Context: an optimization exercise on an open-source flow, tuned for small area, a short achievable clock period and few clock cycles. The choices shown serve that exercise and are no tape-out recipe.
Only simulation tests tie the RTL to the original design; equivalence was not proved.
No activity file was given, so power comes from the tool's default toggle rates.

<file path="design.v">
module s345_rx (
    input  wire         clk,
    input  wire         rst_n,
    input  wire [31:0]  cfg_sync_pattern,
    input  wire [5:0]   cfg_sync_width,
    input  wire [31:0]  cfg_est_num,
    input  wire [15:0]  cfg_est_den,
    input  wire [3:0]   cfg_ch_min,
    input  wire [3:0]   cfg_ch_max,
    input  wire [31:0]  cfg_chan_vendor,
    input  wire [63:0]  cfg_poly,
    input  wire [63:0]  cfg_fxor,
    input  wire [15:0]  cfg_plan_len,
    input  wire [319:0] cfg_plan,
    input  wire         in_valid,
    input  wire         in_level,
    output wire         in_ready,
    output reg          m_valid,
    output wire [1:0]   m_vendor,
    output wire [3:0]   m_channel,
    output wire         m_hdr_present,
    output wire [31:0]  m_header,
    output wire [31:0]  m_txid,
    output wire [7:0]   m_state,
    output reg  [15:0]  cnt_sync,
    output reg  [15:0]  cnt_man_err,
    output reg  [15:0]  cnt_chan_err,
    output reg  [15:0]  cnt_zero_txid,
    output reg  [15:0]  cnt_crc_err
);
    localparam [2:0] S_SYNC = 3'd0, S_CH = 3'd1, S_HDR = 3'd2, S_TX = 3'd3,
                     S_ST = 3'd4, S_CRC = 3'd5;
    assign in_ready = 1'b1;
    reg  [31:0] e_num;
    reg  [15:0] e_den;
    reg  [5:0]  sw;          
    reg  [4:0]  w_m2;        
    reg         rst_r;       
    reg  [31:0] pat;         
    reg  [31:0] smask_c;     
    integer ic;
    always @* begin
        for (ic = 0; ic < 32; ic = ic + 1)
            smask_c[ic] = (ic < cfg_sync_width);
    end
    always @(posedge clk) begin
        e_num <= cfg_est_num;
        e_den <= cfg_est_den;
        sw    <= cfg_sync_width;
        w_m2  <= sw[4:0] - 5'd3;
        rst_r <= rst_n;
        pat   <= cfg_sync_pattern & smask_c;
    end
    wire [4:0]  w_m1 = sw[4:0] - 5'd2;      
    wire        b14  = (w_m2 >= 5'd16);
    wire [4:0]  v_lo = b14 ? w_m2 - 5'd14 : w_m2;
    wire [4:0]  be   = {b14, v_lo[3:0]};
    wire        rst = ~rst_r;
    reg         prev;
    reg  [15:0] c;
    reg  [15:0] h1;
    reg  [15:0] hd [0:28];   
    reg  [4:0]  ntr;         
    reg  [20:0] S;
    reg         mode;        
    reg  [20:0] snap;
    reg  [34:0] q;           
    reg  [2:0]  st;
    reg  [2:0]  idx;
    reg  [4:0]  rem;         
    reg         zc;          
    reg         pv, pl;      
    reg  [31:0] sync;
    reg  [15:0] crc;
    reg  [2:0]  lo;          
    reg         chk;         
    reg         crc_bad;
    reg  [1:0]  vend;
    reg  [3:0]  chan;
    reg         hdr;
    reg  [31:0] header;
    reg  [31:0] txid;
    reg  [7:0]  sst;
    reg         pm1, pm2;    
    reg         pz0, pz1;    
    reg         cp_ok;       
    reg  [1:0]  vdc0, vdc1;  
    reg         e0c0, e0c1;  
    reg         ne_crc;      
    reg  [8:0]  ne;          
    reg  [1:0]  vend_o;      
    assign m_vendor      = vend_o;
    assign m_channel     = chan;
    assign m_hdr_present = hdr;
    assign m_header      = header;
    assign m_txid        = txid;
    assign m_state       = sst;
    reg  v_r, l_r;
    always @(posedge clk) begin
        v_r <= in_valid & rst_n;
        l_r <= in_level;
    end
    wire push  = v_r;
    wire trans = push & (l_r != prev);
    wire b     = prev;
    wire [15:0] o1  = be[0] ? hd[0]  : h1;
    wire [15:0] o2  = be[1] ? hd[2]  : o1;
    wire [15:0] o4  = be[2] ? hd[6]  : o2;
    wire [15:0] o8  = be[3] ? hd[14] : o4;
    wire [15:0] hw  = be[4] ? hd[28] : o8;       
    wire [15:0] h1v = (ntr != 5'd0) ? h1 : 16'd0;
    wire [15:0] hwv = (ntr >= w_m1) ? hw : 16'd0;
    integer k;
    always @(posedge clk) begin
        if (trans) begin
            h1     <= c;
            hd[0]  <= h1;
            hd[1]  <= o1;
            hd[3]  <= o2;
            hd[7]  <= o4;
            hd[15] <= o8;
            for (k = 1; k <= 28; k = k + 1)
                if (k != 1 && k != 3 && k != 7 && k != 15)
                    hd[k] <= hd[k-1];
        end
    end
    wire [31:0] n1    = mode ? {11'd0, snap} : e_num;
    wire [16:0] d2    = mode ? {11'd0, w_m2, 1'b0} : {e_den, 1'b0};
    wire        czero = (c == 16'd0);
    wire        ge1   = ~q[34];
    wire        ge2   = ~q[34] & (q[33:0] >= {1'b0, n1, 1'b0});
    wire        nz    = ~czero & ge1;           
    wire        n2    = ~czero & ge2;           
    wire is_sync = (st == S_SYNC);
    wire fld     = (st == S_CH) | (st == S_HDR) | (st == S_TX) | (st == S_ST) | (st == S_CRC);
    wire m0      = b ? pz1 : pz0;
    wire [15:0] poly_v = cfg_poly[vend * 16 +: 16];
    wire [15:0] crc_p  = {crc[14:0], b} ^ (crc[15] ? poly_v : 16'd0);
    wire        tz     = (txid[30:0] == 31'd0) & ~b;
    wire [3:0]  idx1   = {1'b0, idx} + 4'd1;
    wire [1:0]  vd_ch  = b ? vdc1 : vdc0;
    wire [9:0]  e0     = cfg_plan[vd_ch * 80 +: 10];
    wire        e0_crc = b ? e0c1 : e0c0;
    reg         ev_sync, ev_chan, ev_zero, ev_chk;
    reg  [2:0]  lo_n;
    reg  [1:0]  ev_man;
    reg  [2:0]  st_n;
    reg  [2:0]  idx_n;
    reg  [4:0]  rem_n;
    reg         zc_n, pv_n, pl_n;
    reg  [31:0] sync_n;
    reg  [15:0] crc_n;
    reg  [1:0]  vend_n;
    reg  [3:0]  chan_n;
    reg         hdr_n;
    reg  [31:0] header_n, txid_n;
    reg  [7:0]  sst_n;
    reg         mode_n;
    reg  [20:0] snap_n;
    reg         endf;
    always @* begin
        st_n = st; idx_n = idx; rem_n = rem; zc_n = zc; pv_n = pv; pl_n = pl;
        sync_n = sync; crc_n = crc; vend_n = vend; chan_n = chan; hdr_n = hdr;
        header_n = header; txid_n = txid; sst_n = sst; mode_n = mode; snap_n = snap;
        ev_sync = 1'b0; ev_chan = 1'b0; ev_zero = 1'b0; ev_chk = 1'b0; lo_n = lo;
        ev_man = 2'd0; endf = 1'b0;
        if (trans && nz) begin
            if (is_sync) begin
                if (pm1 || (n2 && pm2)) begin
                    ev_sync = 1'b1;
                    st_n    = S_CH;
                    rem_n   = 5'd4;
                    mode_n  = 1'b1;
                    snap_n  = S;
                end
                sync_n = (n2 && !pm1) ? {sync[29:0], b, b} : {sync[30:0], b};
                if (n2 && pm1) begin
                    pv_n = 1'b1;
                    pl_n = b;
                end
            end else if (fld) begin
                if (!pv) begin
                    pv_n = 1'b1;
                    pl_n = b;
                    ev_man = {1'b0, n2};
                end else if (pl == b) begin
                    ev_man = n2 ? 2'd2 : 2'd1;
                end else begin
                    pv_n  = 1'b0;
                    if (st != S_CH)          crc_n = crc_p;
                    else if (rem == 5'd1)    crc_n = {12'd0, lo, b};
                    lo_n  = {lo[1:0], b};
                    case (st)
                        S_HDR: begin header_n = {header[30:0], b}; hdr_n = 1'b1; end
                        S_TX:  txid_n = {txid[30:0], b};
                        S_ST:  sst_n  = {sst[6:0], b};
                        default: ;
                    endcase
                    if (rem != 5'd1) begin
                        rem_n = rem - 5'd1;
                    end else begin
                        case (st)
                            S_CH: begin
                                if (cp_ok) begin
                                    vend_n   = vd_ch;
                                    chan_n   = {lo, b};
                                    hdr_n    = 1'b0;
                                    header_n = 32'd0;
                                    txid_n   = 32'd0;
                                    sst_n    = 8'd0;
                                end else begin
                                    ev_chan = 1'b1;
                                    endf    = 1'b1;
                                end
                            end
                            S_TX: begin
                                if (zc && tz) begin
                                    ev_zero = 1'b1;
                                    endf    = 1'b1;
                                end
                            end
                            S_CRC: begin
                                ev_chk = 1'b1;       
                                endf   = 1'b1;
                            end
                            default: ;
                        endcase
                        idx_n = (st == S_CH) ? 3'd0 : idx + 3'd1;
                        if (st == S_CH) begin
                            st_n  = e0_crc ? S_CRC : e0[2:0];
                            rem_n = e0_crc ? 5'd16 : e0[8:4];
                            zc_n  = e0[3];
                        end else begin
                            st_n  = ne_crc ? S_CRC : ne[2:0];
                            rem_n = ne_crc ? 5'd16 : ne[8:4];
                            zc_n  = ne[3];
                        end
                    end
                    if (endf) begin
                        st_n   = S_SYNC;
                        sync_n = 32'd0;
                        mode_n = 1'b0;
                        if (n2) begin
                            sync_n = {31'd0, b};
                            if (m0) begin
                                ev_sync = 1'b1;
                                st_n    = S_CH;
                                rem_n   = 5'd4;
                                mode_n  = 1'b1;
                                snap_n  = S;
                            end
                        end
                    end else if (n2) begin
                        pv_n = 1'b1;
                        pl_n = b;
                    end
                end
            end
        end
    end
    wire        q_rst = trans | czero;
    wire [31:0] n1_n  = mode_n ? {11'd0, snap_n} : e_num;
    wire [16:0] d2_n  = mode_n ? {11'd0, w_m2, 1'b0} : {e_den, 1'b0};
    wire [34:0] q_a   = q_rst ? ~{3'd0, n1_n} : q;
    wire [16:0] q_b   = q_rst ? d2_n : d2;
    wire [34:0] q_sum = q_a + {18'd0, q_b} + {34'd0, q_rst};
    wire        prev_d = trans ? l_r : prev;
    wire [31:0] sync_d = sync_n;
    wire [2:0]  st_d   = st_n;
    wire [1:0]  vend_d = vend_n;
    wire [15:0] fxor_v = cfg_fxor[vend * 16 +: 16];
    wire        crc_eq = (crc == fxor_v);
    wire [2:0]  idx_d  = idx_n;
    reg  [31:0] smask;
    integer i;
    always @* begin
        for (i = 0; i < 32; i = i + 1)
            smask[i] = (i < sw);
    end
    wire        pm1_d = (({sync_d[30:0], prev_d} & smask) == pat);
    wire        pm2_d = (({sync_d[29:0], prev_d, prev_d} & smask) == pat);
    wire        pz0_d = (pat == 32'd0);
    wire        pz1_d = (pat == 32'd1);
    wire [3:0]  chv_d  = {lo_n, prev_d};
    wire        cpok_d = (chv_d >= cfg_ch_min) && (chv_d <= cfg_ch_max);
    wire [3:0]  idx1_d = {1'b0, idx_d} + 4'd1;
    wire [1:0]  vdc0_d = cfg_chan_vendor[{lo_n, 1'b0} * 2 +: 2];
    wire [1:0]  vdc1_d = cfg_chan_vendor[{lo_n, 1'b1} * 2 +: 2];
    always @(posedge clk) begin
        pm1    <= pm1_d;
        pm2    <= pm2_d;
        pz0    <= pz0_d;
        pz1    <= pz1_d;
        cp_ok  <= cpok_d;
        vdc0   <= vdc0_d;
        vdc1   <= vdc1_d;
        e0c0   <= (cfg_plan_len[vdc0_d * 4 +: 4] == 4'd0);
        e0c1   <= (cfg_plan_len[vdc1_d * 4 +: 4] == 4'd0);
        ne_crc <= !(idx1_d < cfg_plan_len[vend_d * 4 +: 4] && !idx1_d[3]);
        ne     <= cfg_plan[{vend_d, idx1_d[2:0]} * 10 +: 9];
    end
    always @(posedge clk) begin
        prev <= rst ? 1'b0   : prev_d;
        sync <= rst ? 32'd0  : sync_d;
        st   <= rst ? S_SYNC : st_d;
        crc  <= crc_n;
        lo   <= lo_n;
        vend <= vend_d;
        vend_o <= rst ? 2'd0 : vend_d;
        idx  <= idx_d;
        rem <= rem_n; zc <= zc_n; pl <= pl_n; chan <= chan_n; hdr <= hdr_n;
        header <= header_n; txid <= txid_n; sst <= sst_n; snap <= snap_n;
        if (rst) begin
            c    <= 16'd0;
            ntr  <= 5'd0;
            S    <= 21'd0;
            mode <= 1'b0;
            pv   <= 1'b0;
        end else begin
            pv   <= pv_n;
            mode <= mode_n;
            if (push) begin
                if (trans) begin
                    c <= 16'd1;
                    if (ntr != 5'd31) ntr <= ntr + 5'd1;
                    S <= S + {5'd0, h1v} - {5'd0, hwv};
                    q <= q_sum;
                end else if (czero) begin
                    c <= 16'd1;
                    q <= q_sum;
                end else if (c != 16'hFFFF) begin
                    c <= c + 16'd1;
                    q <= q_sum;
                end
            end
        end
    end
    always @(posedge clk) begin
        if (rst) begin
            m_valid       <= 1'b0;
            chk           <= 1'b0;
            crc_bad       <= 1'b0;
            cnt_sync      <= 16'd0;
            cnt_man_err   <= 16'd0;
            cnt_chan_err  <= 16'd0;
            cnt_zero_txid <= 16'd0;
            cnt_crc_err   <= 16'd0;
        end else begin
            chk           <= ev_chk;
            m_valid       <= chk & crc_eq & rst_n;
            crc_bad       <= chk & ~crc_eq;
            cnt_sync      <= cnt_sync      + {15'd0, ev_sync};
            cnt_man_err   <= cnt_man_err   + {14'd0, ev_man};
            cnt_chan_err  <= cnt_chan_err  + {15'd0, ev_chan};
            cnt_zero_txid <= cnt_zero_txid + {15'd0, ev_zero};
            cnt_crc_err   <= cnt_crc_err   + {15'd0, crc_bad};
        end
    end
endmodule
</file>
<file path="flow/run.sh">
#!/bin/bash
# The standard layout (the standard.sh: ORFS synthesis to finish), with
# one change: the buffers that placement puts on every input and output port
# are sky130_fd_sc_hd__buf_1 instead of the buffer ORFS picks by default
# (clkdlybuf4s50_1, a delay cell).
set -euo pipefail
bash standard.sh finish "BUFFER_PORTS_ARGS=-buffer_cell sky130_fd_sc_hd__buf_1" > standard.log 2>&1
</file>
<file path="standard.sh">
#!/bin/bash
# synth_recipe.tcl (not shown) runs the flow's synth.tcl, then flattens the netlist and writes it again
# the make line also repeats each setting of config.mk as NAME=value (left out here)
make -C /OpenROAD-flow-scripts/flow DESIGN_CONFIG=/design/flow/config.mk WORK_HOME=/design/flow/orfs CLKGATE_MAP_FILE= SYNTH_SCRIPT=/design/flow/synth_recipe.tcl "${@:-finish}"
</file>
<file path="config.mk">
export PLATFORM = sky130hd
export DESIGN_NAME = s345_rx
export DESIGN_NICKNAME = s345_rx
export VERILOG_FILES = /design/flow/design.v
export SDC_FILE = /design/flow/constraint.sdc
export NUM_CORES = 4
export LEC_CHECK = 0
export CAP_MARGIN = 20
export CORE_MARGIN = 2
export CORE_UTILIZATION = 55
export CTS_CLUSTER_DIAMETER = 100
export CTS_CLUSTER_SIZE = 20
export PLACE_DENSITY = 0.7
export SLEW_MARGIN = 20
</file>
<file path="constraint.sdc">
create_clock -name core_clock -period 36.0 [get_ports {clk}]
set_input_delay 7.2000 -clock core_clock [delete_from_list [all_inputs] [get_ports {clk}]]
set_output_delay 7.2000 -clock core_clock [all_outputs]
set_load 0.01 [all_outputs]
</file>
==> impl_metrics.csv, run 1 <==
group,metric,value,unit
job,drv_cap,0,
yosys,synth_edf_count,615,
placement,dp_hpwl,95800,um
layout,syn2layout_area_growth,12.6,%
routing,drtAntennaViolNets,0,
routing,via_per_inst,5.74,
layout,fill_cells,6198,
global_routing,grt_pass1_wl,180000,um
floorplan,initial_core_util,55.8,%
yosys,synth_seq_area_share,58.0,%
floorplan,die_x,282,um
routing,post_drt_wl_per_cell,23.7,um
routing,drc_errors,0,
timing,tns,0,ps
layout,instances_no_fill,5283,
cts,numCtsBuffers,52,
worst_setup_path,crit_buf_inv,1,
timing,max_clock_freq,115,MHz
run_status,status,"no timing/DRC/antenna violations",
floorplan,fp-row-count,101,
layout,final_nets,4910,
cts,ctsHtreeMaxLevel,2,
global_routing,antenna_found_initial,34,
timing,min_period,8680,ps
timing,finalClockSkew,47.2,ps
yosys,synth_seq_cells,923,
global_routing,grt_max_degree,143,
floorplan,ios,755,
timing,min_period_over_period,24.1,%
timing,final_hold_viol_count,0,
worst_hold_path,hold_class,"flop to flop",
floorplan,dieArea,79500,sq um
yosys,synthDistinctLibCells,92,
yosys,syn_inst,3534,
worst_setup_path,cp_slowest_cell,"dfxtp_1",
cts,root_buffer,"clkbuf_16",
power,vdd_ir_drop_max,0.0340,mV
global_routing,gr-usage-all-layers,30.7,%
floorplan,fp.coreArea,76200,sq um
yosys,yosysTopAreaCell,"edfxtp_1",
cts,clock_path_buffers,3,
timing,tightest_slew,1070,ps
placement,dp.cells,5165,
power,power_density,43.3,nW/um^2
yosys,synth.most_common_cell,"edfxtp_1",
worst_setup_path,path_max_fanout,5,
yosys,syn_avg_cell_area,12.0,sq um
global_routing,grt_overflow,0,
worst_setup_path,worstPathArrival,1480,ps
worst_setup_path,cp-start-kind,"flop",
layout,final_core_util,62.8,%
placement,port_buffers,721,
worst_setup_path,crit_path_max_incr_delay,440,ps
worst_setup_path,crit_family,"flip-flops",
worst_setup_path,path_cells,"buf_1",
cts,cts.sinks,923,
yosys,synth_area_leaders,"edfxtp_1 (43%), dfxtp_1 (15%), mux4_2 (6.0%), nand2_1 (3.3%), nor2_1 (3.2%)",
routing,vias,30300,
yosys,yosysWarnings,2,
yosys,syn-cell-area,42500,sq um
floorplan,die_y,282,um
timing,drv_slew,0,
timing,maxSlewHeadroom,28.3,%
yosys,synth_top_flop_cell,"edfxtp_1",
worst_setup_path,path_class,"flop to output pin",
global_routing,grt_pass1_vias,28700,
cts,path_clk_slew,80,ps
layout,drive_above_1_share,8.18,%
cts,post_cts_resized,0,
cts,cts_hold_buf,0,
cts,cts_setup_buffers,0,
placement,gp_congestion,0.981,
cts,cts_tree,"yes",
cts,clk_latency,650,ps
routing,drt_wl_total,125000,um
worst_setup_path,cp-end-kind,"output pin",
routing,drt_iter0_drc,2987,
routing,dr.pass1.iters,5,
yosys,yosys-top-cells-count,"edfxtp_1 (615), nand2_1 (372), nor2_1 (367)",
yosys,async_flop_share,0,%
worst_setup_path,required,28800,ps
timing,setup_viol_count_final,0,
yosys,syn-num-nets,4255,
power,p_leak,16.8,nW
yosys,synth_top_area_share,43.4,%
timing,rsz0062_at_grt,"no",
==> per-layer routing <==
layer  vias up  track usage, %  part of all wire [%]
li1      14100               -                     -
met1     14800            43.0                    42
met2      1209            46.9                    46
met3       210            7.08                   8.4
met4        14            10.7                   3.7
met5         -            1.34                  0.18
==> registers in the layout, indices dropped and copies added (netlist names), 21 cells and up, named ones only <==
signal,count
S,21
e_num,32
hd,464
header,32
pat,32
q,34
snap,21
sync,31
txid,32
==> cells by family after synthesis <==
logic type | share of synthesized area (%)
and+or+nand+nor | 12.4
DFF | 58.0
adders and majority gates | 4.06
muxes | 11.0
buffers and inverters | 2.94
other | 0.00882
xor gates and xnor gates | 4.49
AOI/OAI and AO/OA | 7.18
==> cell usage in the layout, fill, tap and decap left out, types with 64 or more instances in the layout <==
master / instances
nand2_1: 370
dfxtp_1: 307
mux2_2: 64
mux4_2: 113
xor2_1: 114
buf_1: 721
mux2i_1: 135
nor2_1: 366
ha_1: 108
a21oi_1: 206
edfxtp_1: 615
xnor2_1: 100
inv_1: 145
nand3_1: 75
o21ai_0: 113
==> report_power, final <==
part / switching [mW] / total [mW] / internal, mW
sequential: 0.0199 / 1.18 / 1.16
combinational: 0.154 / 0.265 / 0.111
clock: 0.339 / 0.624 / 0.285
total: 0.513 / 2.07 / 1.56
==> worst paths after layout <==
check / cells past startpoint / slack, ps / from / endpoint
setup / recovery: 1 / 27320 / cnt_crc_err[8] / cnt_crc_err[8]
hold / removal: 0 / 390 / hd[1][13] / hd[2][13]
setup reg to reg: 28 / 28390 / mode / q[32]
hold reg to reg: 0 / 390 / hd[1][13] / hd[2][13]
==> worst reg2reg max path, delay by kind of cell, from the launching register on <==
kind            cells  cell delay, ps
fa+ha+maj           2             770
buf+inv             3             890
compound gates     12            3290
mux                 2             590
simple gates        9            1490
flops               1             320
==> stage by stage <==
stage               cell area [sq um]  hold slack (ps)  power [mW]  setup slack, ps
global route                    47900              414        2.15            27300
detailed placement              46300              405        1.47            26870
CTS                             47800              405        2.09            27330
global placement                46300              401        1.47            26840
finish                          47900              390        2.07            27320
floorplan                       42500              400        1.40            20870
==> layout make-up <==
class	instances	area (sq um)	share of cell area [%]
Timing Repair Buffer	765	3040	6.35
Antenna cell	22	55.1	0.115
Clock buffer	92	1490	3.12
Sequential cell	923	24600	51.5
Inverter	149	569	1.19
Multi-Input combinational cell	2298	16700	35.0
Clock inverter	4	57.6	0.120
Tap cell	1030	1290	2.69
Testbench counts, summed over its fixed seeds: cycles 113,360.
==> inputs of run 2 (changes only) <==
--- a/config.mk
+++ b/config.mk
@@ -8,7 +8,7 @@
 export CAP_MARGIN = 20
 export CORE_MARGIN = 2
 export CORE_UTILIZATION = 55
-export CTS_CLUSTER_DIAMETER = 100
-export CTS_CLUSTER_SIZE = 20
+export CTS_CLUSTER_DIAMETER = 130
+export CTS_CLUSTER_SIZE = 25
 export PLACE_DENSITY = 0.7
 export SLEW_MARGIN = 20
==> run 2 against run 1 <==
Compared with the run above:
- still clean
- worst setup slack better by 32 ps
- register-to-register slack got worse by 40 ps
- maximum frequency up 0.37%
- clock power is 11% lower
- non-clock buffer count unchanged
- sequential share of layout area grew 0.35 points
- via count about the same
- synthesized area did not move
- total power fell by 3.4%
- cell area decreased by 0.67%
- clock skew shrank 16 ps
- critical path depth stayed put
- critical path type unchanged
==> impl_metrics.csv, run 2 <==
group,metric,value,unit
layout,drive_above_1_share,7.90,%
placement,port_buffers,721,
layout,layout_common_cells,"buf_1 (721), edfxtp_1 (615), nand2_1 (370), nor2_1 (366), dfxtp_1 (307)",
floorplan,dieArea,79500,sq um
cts,path_clk_slew,110,ps
yosys,synth.most_common_cell,"edfxtp_1",
yosys,synth_top_family_by_area,"simple AND/OR/NAND/NOR gates",
floorplan,initial_core_util,55.8,%
worst_setup_path,path_max_fanout,9,
yosys,syn_avg_cell_area,12.0,sq um
routing,dr.pass1.iters,6,
cts,clk_latency,620,ps
placement,dp_hpwl,95800,um
yosys,synth_edf_count,615,
yosys,synth_seq_cells,923,
yosys,synth_fa_ha_area_share,4.06,%
layout,final_nets,4900,
power,vdd_ir_drop_max,0.0290,mV
global_routing,grt_max_degree,143,
floorplan,fp-row-count,101,
power,clkPwrFrac,27.6,%
cts,post_cts_resized,0,
yosys,async_flop_share,0,%
power,swShare,24.8,%
layout,largest_register_ffs,464,
layout,reg_top3,"hd x464, q x34",
yosys,yosys-top-cells-count,"edfxtp_1 (615), nand2_1 (372), nor2_1 (367)",
yosys,syn_inst,3534,
worst_setup_path,crit_family,"flip-flops",
power,p_comb_share,13.2,%
timing,setup_viol_count_final,0,
worst_setup_path,crit_buf_inv,1,
worst_hold_path,hold_class,"flop to flop",
yosys,synth_top_area_share,43.4,%
timing,tightest_slew,1120,ps
worst_setup_path,crit_path_max_incr_delay,580,ps
floorplan,die_x,282,um
cts,cts_setup_buffers,0,
yosys,synth-compound-area-share,7.18,%
routing,drc_errors,0,
cts,cts_tree,"yes",
routing,drt_wl_total,125000,um
yosys,synth_area_leaders,"edfxtp_1 (43%), dfxtp_1 (15%), mux4_2 (6.0%), nand2_1 (3.3%), nor2_1 (3.2%)",
timing,min_period,8650,ps
worst_setup_path,cp_slowest_cell,"dfxtp_1",
timing,maxSlewHeadroom,25.0,%
timing,final_hold_viol_count,0,
timing,finalClockSkew,31.3,ps
yosys,synth_top_flop_cell,"edfxtp_1",
timing,rsz0062_at_grt,"no",
floorplan,fp.coreArea,76200,sq um
yosys,syn-cell-area,42500,sq um
cts,cts_hold_buf,0,
timing,tns,0,ps
timing,min_period_over_period,24.0,%
yosys,synth-xor-area-share,4.49,%
power,p_int,1.51,mW
floorplan,ios,755,
global_routing,grt_pass1_wl,180000,um
placement,gp_congestion,0.981,
worst_setup_path,cp-end-kind,"output pin",
worst_setup_path,path_cells,"buf_1",
cts,numCtsBuffers,42,
power,power_density,42.1,nW/um^2
yosys,yosysWarnings,2,
cts,root_buffer,"clkbuf_16",
global_routing,grt_overflow,0,
run_status,status,"no timing/DRC/antenna violations",
yosys,syn-num-nets,4255,
power,p_leak,16.7,nW
global_routing,grt_pass1_vias,28500,
cts,cts.sinks,923,
floorplan,die_y,282,um
yosys,synth-simple-area-share,12.4,%
timing,max_clock_freq,116,MHz
job,drv_cap,0,
layout,final_common_cell,"buf_1",
routing,vias,30300,
routing,drtAntennaViolNets,0,
worst_setup_path,required,28800,ps
cts,ctsHtreeMaxLevel,2,
yosys,synth_seq_area_share,58.0,%
power,sequentialPowerShare,59.1,%
yosys,synthDistinctLibCells,92,
yosys,synth_mux_area_share,11.0,%
global_routing,antenna_found_initial,34,
layout,top_register,"hd",
worst_setup_path,worstPathArrival,1450,ps
power,p_switching,0.498,mW
worst_setup_path,path_class,"flop to output pin",
yosys,yosysTopAreaCell,"edfxtp_1",
worst_setup_path,cp-start-kind,"flop",
layout,syn2layout_area_growth,11.9,%
routing,post_drt_wl_per_cell,23.7,um
global_routing,gr-usage-all-layers,30.6,%
cts,clock_path_buffers,3,
power,p_total,2.00,mW
routing,drt_iter0_drc,3225,
routing,via_per_inst,5.76,
timing,drv_slew,0,
run 2: through the flow:
stage	utilization (%)	hold slack, ps	cell area, sq um	worst slack (ps)	cells
2_1_floorplan	-	400	42500	20870	3534
3_3_place_gp	60.7	401	46300	26840	5165
3_5_place_dp	60.7	405	46300	26870	5165
4_1_cts	62.3	408	47500	27360	5243
5_1_grt	62.4	424	47500	27320	5257
6_report	62.4	417	47600	27350	5265
run 2: final timing paths:
path	from	slack, ps	cells after the start	to
min reg2reg	hd[23][14]	420	0	hd[24][14]
max reg2reg	mode	28350	28	q[32]
min	hd[23][14]	420	0	hd[24][14]
max	cnt_chan_err[2]	27350	1	cnt_chan_err[2]
run 2: cell type report:
| class | count | area, sq um |
|---|---|---|
| Fill cell | 6235 | 28600 |
| Sequential cell | 923 | 24600 |
| Multi-Input combinational cell | 2298 | 16700 |
| Timing Repair Buffer | 765 | 3040 |
| Tap cell | 1030 | 1290 |
| Clock buffer | 75 | 1200 |
| Inverter | 149 | 569 |
| Antenna cell | 22 | 55.1 |
| Clock inverter | 3 | 36.3 |
run 2: cells by family after synthesis:
| kind of cell | Yosys count |
|---|---|
| flops | 923 |
| compound gates | 500 |
| fa+ha+maj | 127 |
| mux | 316 |
| other cells | 1 |
| buf+inv | 313 |
| xor+xnor | 217 |
| simple gates | 1137 |
run 2: per-layer routing:
layer / up-vias / track usage, % / wire length, um
li1: 14000 / - / -
met1: 14800 / 43.4 / 52200
met2: 1281 / 46.3 / 56800
met3: 192 / 6.51 / 10800
met4: 18 / 11.4 / 4900
met5: - / 1.28 / 105
run 2: power by group through the flow:
| stage | combinational, mW | clock [mW] | sequential (mW) |
|---|---|---|---|
| 2_1_floorplan | 0.182 | 0 | 1.21 |
| 3_3_place_gp | 0.257 | 0 | 1.21 |
| 3_5_place_dp | 0.261 | 0 | 1.21 |
| 4_1_cts | 0.263 | 0.567 | 1.19 |
| 5_1_grt | 0.293 | 0.600 | 1.19 |
| 6_report | 0.265 | 0.554 | 1.18 |
==> inputs of run 3 (changes only) <==
--- a/config.mk
+++ b/config.mk
@@ -7,8 +7,8 @@
 export LEC_CHECK = 0
 export CAP_MARGIN = 20
 export CORE_MARGIN = 2
-export CORE_UTILIZATION = 55
+export CORE_UTILIZATION = 62
 export CTS_CLUSTER_DIAMETER = 130
 export CTS_CLUSTER_SIZE = 25
-export PLACE_DENSITY = 0.7
+export PLACE_DENSITY = 0.75
 export SLEW_MARGIN = 20
==> run 3 against run 2 <==
Compared with the run above:
- critical path depth stayed put
- count of clock-buffer cells in the layout stayed put
- routed wire length grew 0.74%
- flip-flop and latch count stayed put
- sequential power hardly changed
- critical endpoint is now m_channel[3]
- global-route usage grew 4.0 points
- non-clock buffer count fell by 2
- clock power is essentially flat
- sequential share of layout area rose by 0.20 points
- die area down 11%
- utilization grew 7.8 points
==> impl_metrics.csv, run 3 <==
group,metric,value,unit
yosys,syn_inst,3534,
placement,gp_congestion,1.06,
yosys,synth.most_common_cell,"edfxtp_1",
yosys,synth_seq_area_share,58.0,%
worst_setup_path,path_class,"flop to output pin",
layout,final_nets,4898,
yosys,syn_avg_cell_area,12.0,sq um
timing,setup_viol_count_final,0,
worst_setup_path,cp_slowest_cell,"edfxtp_1",
routing,drt_iter0_drc,3447,
global_routing,grt_overflow,0,
routing,drt_wl_total,126000,um
cts,numCtsBuffers,42,
layout,syn2layout_area_growth,11.5,%
floorplan,dieArea,70700,sq um
worst_hold_path,hold_class,"flop to flop",
layout,largest_register_ffs,464,
layout,reg_top3,"hd x464, q x34",
worst_setup_path,cp-start-kind,"flop",
cts,clock_path_buffers,3,
floorplan,initial_core_util,63.0,%
global_routing,antenna_found_initial,43,
floorplan,fp-row-count,95,
yosys,syn-num-nets,4255,
placement,dp_hpwl,95600,um
routing,via_per_inst,6.00,
cts,clk_latency,640,ps
yosys,yosys-top-cells-count,"edfxtp_1 (615), nand2_1 (372), nor2_1 (367)",
yosys,syn-cell-area,42500,sq um
yosys,synth_edf_count,615,
timing,min_period_over_period,24.1,%
floorplan,die_y,266,um
worst_setup_path,required,28800,ps
power,vdd_ir_drop_max,0.0351,mV
timing,max_clock_freq,115,MHz
placement,dpl_worst_slack,26980,ps
timing,maxSlewHeadroom,19.7,%
timing,rsz0062_at_grt,"no",
layout,drive_above_1_share,7.81,%
routing,vias,30700,
cts,root_buffer,"clkbuf_16",
power,p_leak,16.7,nW
yosys,async_flop_share,0,%
yosys,yosysWarnings,2,
yosys,synth_seq_cells,923,
routing,post_drt_wl_per_cell,24.6,um
timing,final_hold_viol_count,0,
yosys,synth_top_area_share,43.4,%
worst_setup_path,crit_path_max_incr_delay,640,ps
floorplan,fp.coreArea,67500,sq um
cts,cts_setup_buffers,0,
layout,top_register,"hd",
job,drv_cap,0,
cts,ctsHtreeMaxLevel,2,
cts,cts_tree,"yes",
timing,drv_slew,0,
floorplan,ios,755,
cts,cts.sinks,923,
timing,tightest_slew,1200,ps
yosys,yosysTopAreaCell,"edfxtp_1",
timing,min_period,8670,ps
yosys,synthDistinctLibCells,92,
routing,drtAntennaViolNets,0,
worst_setup_path,cp-end-kind,"output pin",
power,power_density,42.4,nW/um^2
cts,cts_hold_buf,0,
cts,post_cts_resized,0,
global_routing,grt_pass1_wl,180000,um
layout,final_common_cell,"buf_1",
worst_setup_path,crit_buf_inv,1,
cts,path_clk_slew,100,ps
layout,fill_cells,5008,
layout,layout_common_cells,"buf_1 (721), edfxtp_1 (615), nand2_1 (371), nor2_1 (366), dfxtp_1 (307)",
global_routing,gr-usage-all-layers,34.6,%
yosys,synth_area_leaders,"edfxtp_1 (43%), dfxtp_1 (15%), mux4_2 (6.0%), nand2_1 (3.3%), nor2_1 (3.2%)",
floorplan,die_x,266,um
placement,port_buffers,721,
run_status,status,"no timing/DRC/antenna violations",
timing,finalWorstSetupSlack,27330,ps
yosys,synth_top_flop_cell,"edfxtp_1",
worst_setup_path,worstPathArrival,1470,ps
worst_setup_path,path_cells,"buf_1",
worst_setup_path,path_max_fanout,1,
global_routing,grt_pass1_vias,28500,
timing,finalClockSkew,38.5,ps
routing,dr.pass1.iters,6,
timing,tns,0,ps
routing,drc_errors,0,
worst_setup_path,crit_family,"flip-flops",
global_routing,grt_max_degree,220,
run 3: power breakdown:
part	switching, mW	internal, mW
clock network	0.323	0.229
logic	0.157	0.111
registers	0.0213	1.17
run 3: through the flow:
stage / util (%) / instance area, sq um / instances / power [mW] / hold WS (ps)
final: 70.2 / 47400 / 5115 / 2.01 / 416
after global routing: 70.1 / 47300 / 5103 / 2.08 / 426
after CTS: 70.1 / 47300 / 5084 / 2.01 / 417
after detailed placement: 68.2 / 46100 / 5006 / 1.47 / 405
after global placement: 68.2 / 46100 / 5006 / 1.47 / 400
after floorplan: - / 42500 / 3534 / 1.40 / 400
run 3: per-layer routing:
layer	track usage [%]	share of wire [%]	vias to the layer above	routed length [um]
li1	-	-	14000	-
met3	6.87	9.0	238	11300
met2	53.4	46	1445	58000
met5	0	0.17	-	216
met1	48.0	40	15000	50500
met4	15.2	4.5	22	5710
run 3: layout make-up:
| type | instances | area (sq um) | share of cell area [%] |
|---|---|---|---|
| flip-flops and latches | 923 | 24600 | 52.0 |
| well taps | 873 | 1090 | 2.31 |
| clock inverters | 3 | 58.8 | 0.124 |
| clock buffers | 75 | 1180 | 2.50 |
| diodes | 31 | 77.6 | 0.164 |
| multi-input cells | 2298 | 16700 | 35.3 |
| repair buffers | 763 | 3030 | 6.40 |
| inverters | 149 | 569 | 1.20 |
run 3: worst register-to-register path, delay by kind of cell (launching register included):
kind	cells	cell delay, ps
compound gates	13	3300
simple gates	9	1770
flops	1	960
buf+inv	3	880
fa+ha+maj	2	750
mux	1	130
run 3: path summary, 6_finish.rpt:
| kind | to | slack [ps] | depth (start not counted) | from |
|---|---|---|---|---|
| max | m_channel[3] | 27330 | 1 | chan[3] |
| min | hd[20][9] | 420 | 0 | hd[19][9] |
| max reg2reg | q[32] | 27970 | 28 | mode |
| min reg2reg | hd[20][9] | 420 | 0 | hd[19][9] |
run 3: logic make-up (layout without fill, tap and decap cells):
logic type / Yosys count / count (layout) / synth area share (%)
buf+inv: 313 / 990 / 2.94
fa+ha+maj: 127 / 127 / 4.06
compound gates: 500 / 500 / 7.18
xor+xnor: 217 / 217 / 4.49
flops: 923 / 923 / 58.0
simple gates: 1137 / 1137 / 12.4
other cells: 1 / 32 / 0.00882
mux: 316 / 316 / 11.0

separate check: timing with driven ports:
No port has a modelled driver above. Below, the same layouts with a new extraction and two added sets of constraints. Step 1 assumes that a clkbuf_16 drives the clock port and a buf_2 every other input. Step 2 moves the port delays by t, midway between the first and last clock arrival at a register: inputs arrive t later, outputs are due t later. That takes back most of the time a late clock gives input paths. Three values: ideal ports, drivers, drivers and shift; two values: the first two.
run | t (ns) | setup slack, ns | worst hold slack (ns) | clock arrival spread, ns | worst register clock-pin slew, ns
run 1 | 0.671 | 27.323 / 27.278 / 26.876 | 0.390 / 0.390 / 0.390 | 0.047 / 0.048 | 0.09 / 0.09
run 2 | 0.653 | 27.354 / 27.309 / 26.884 | 0.417 / 0.417 / 0.417 | 0.031 / 0.032 | 0.11 / 0.11
run 3 | 0.684 | 27.327 / 27.268 / 26.953 | 0.416 / 0.416 / 0.416 | 0.039 / 0.039 | 0.11 / 0.11
After both steps every run listed still meets setup and hold. The setup slack of run 2, which loses most, moves by -0.045 ns with the drivers and by -0.470 ns with both steps.
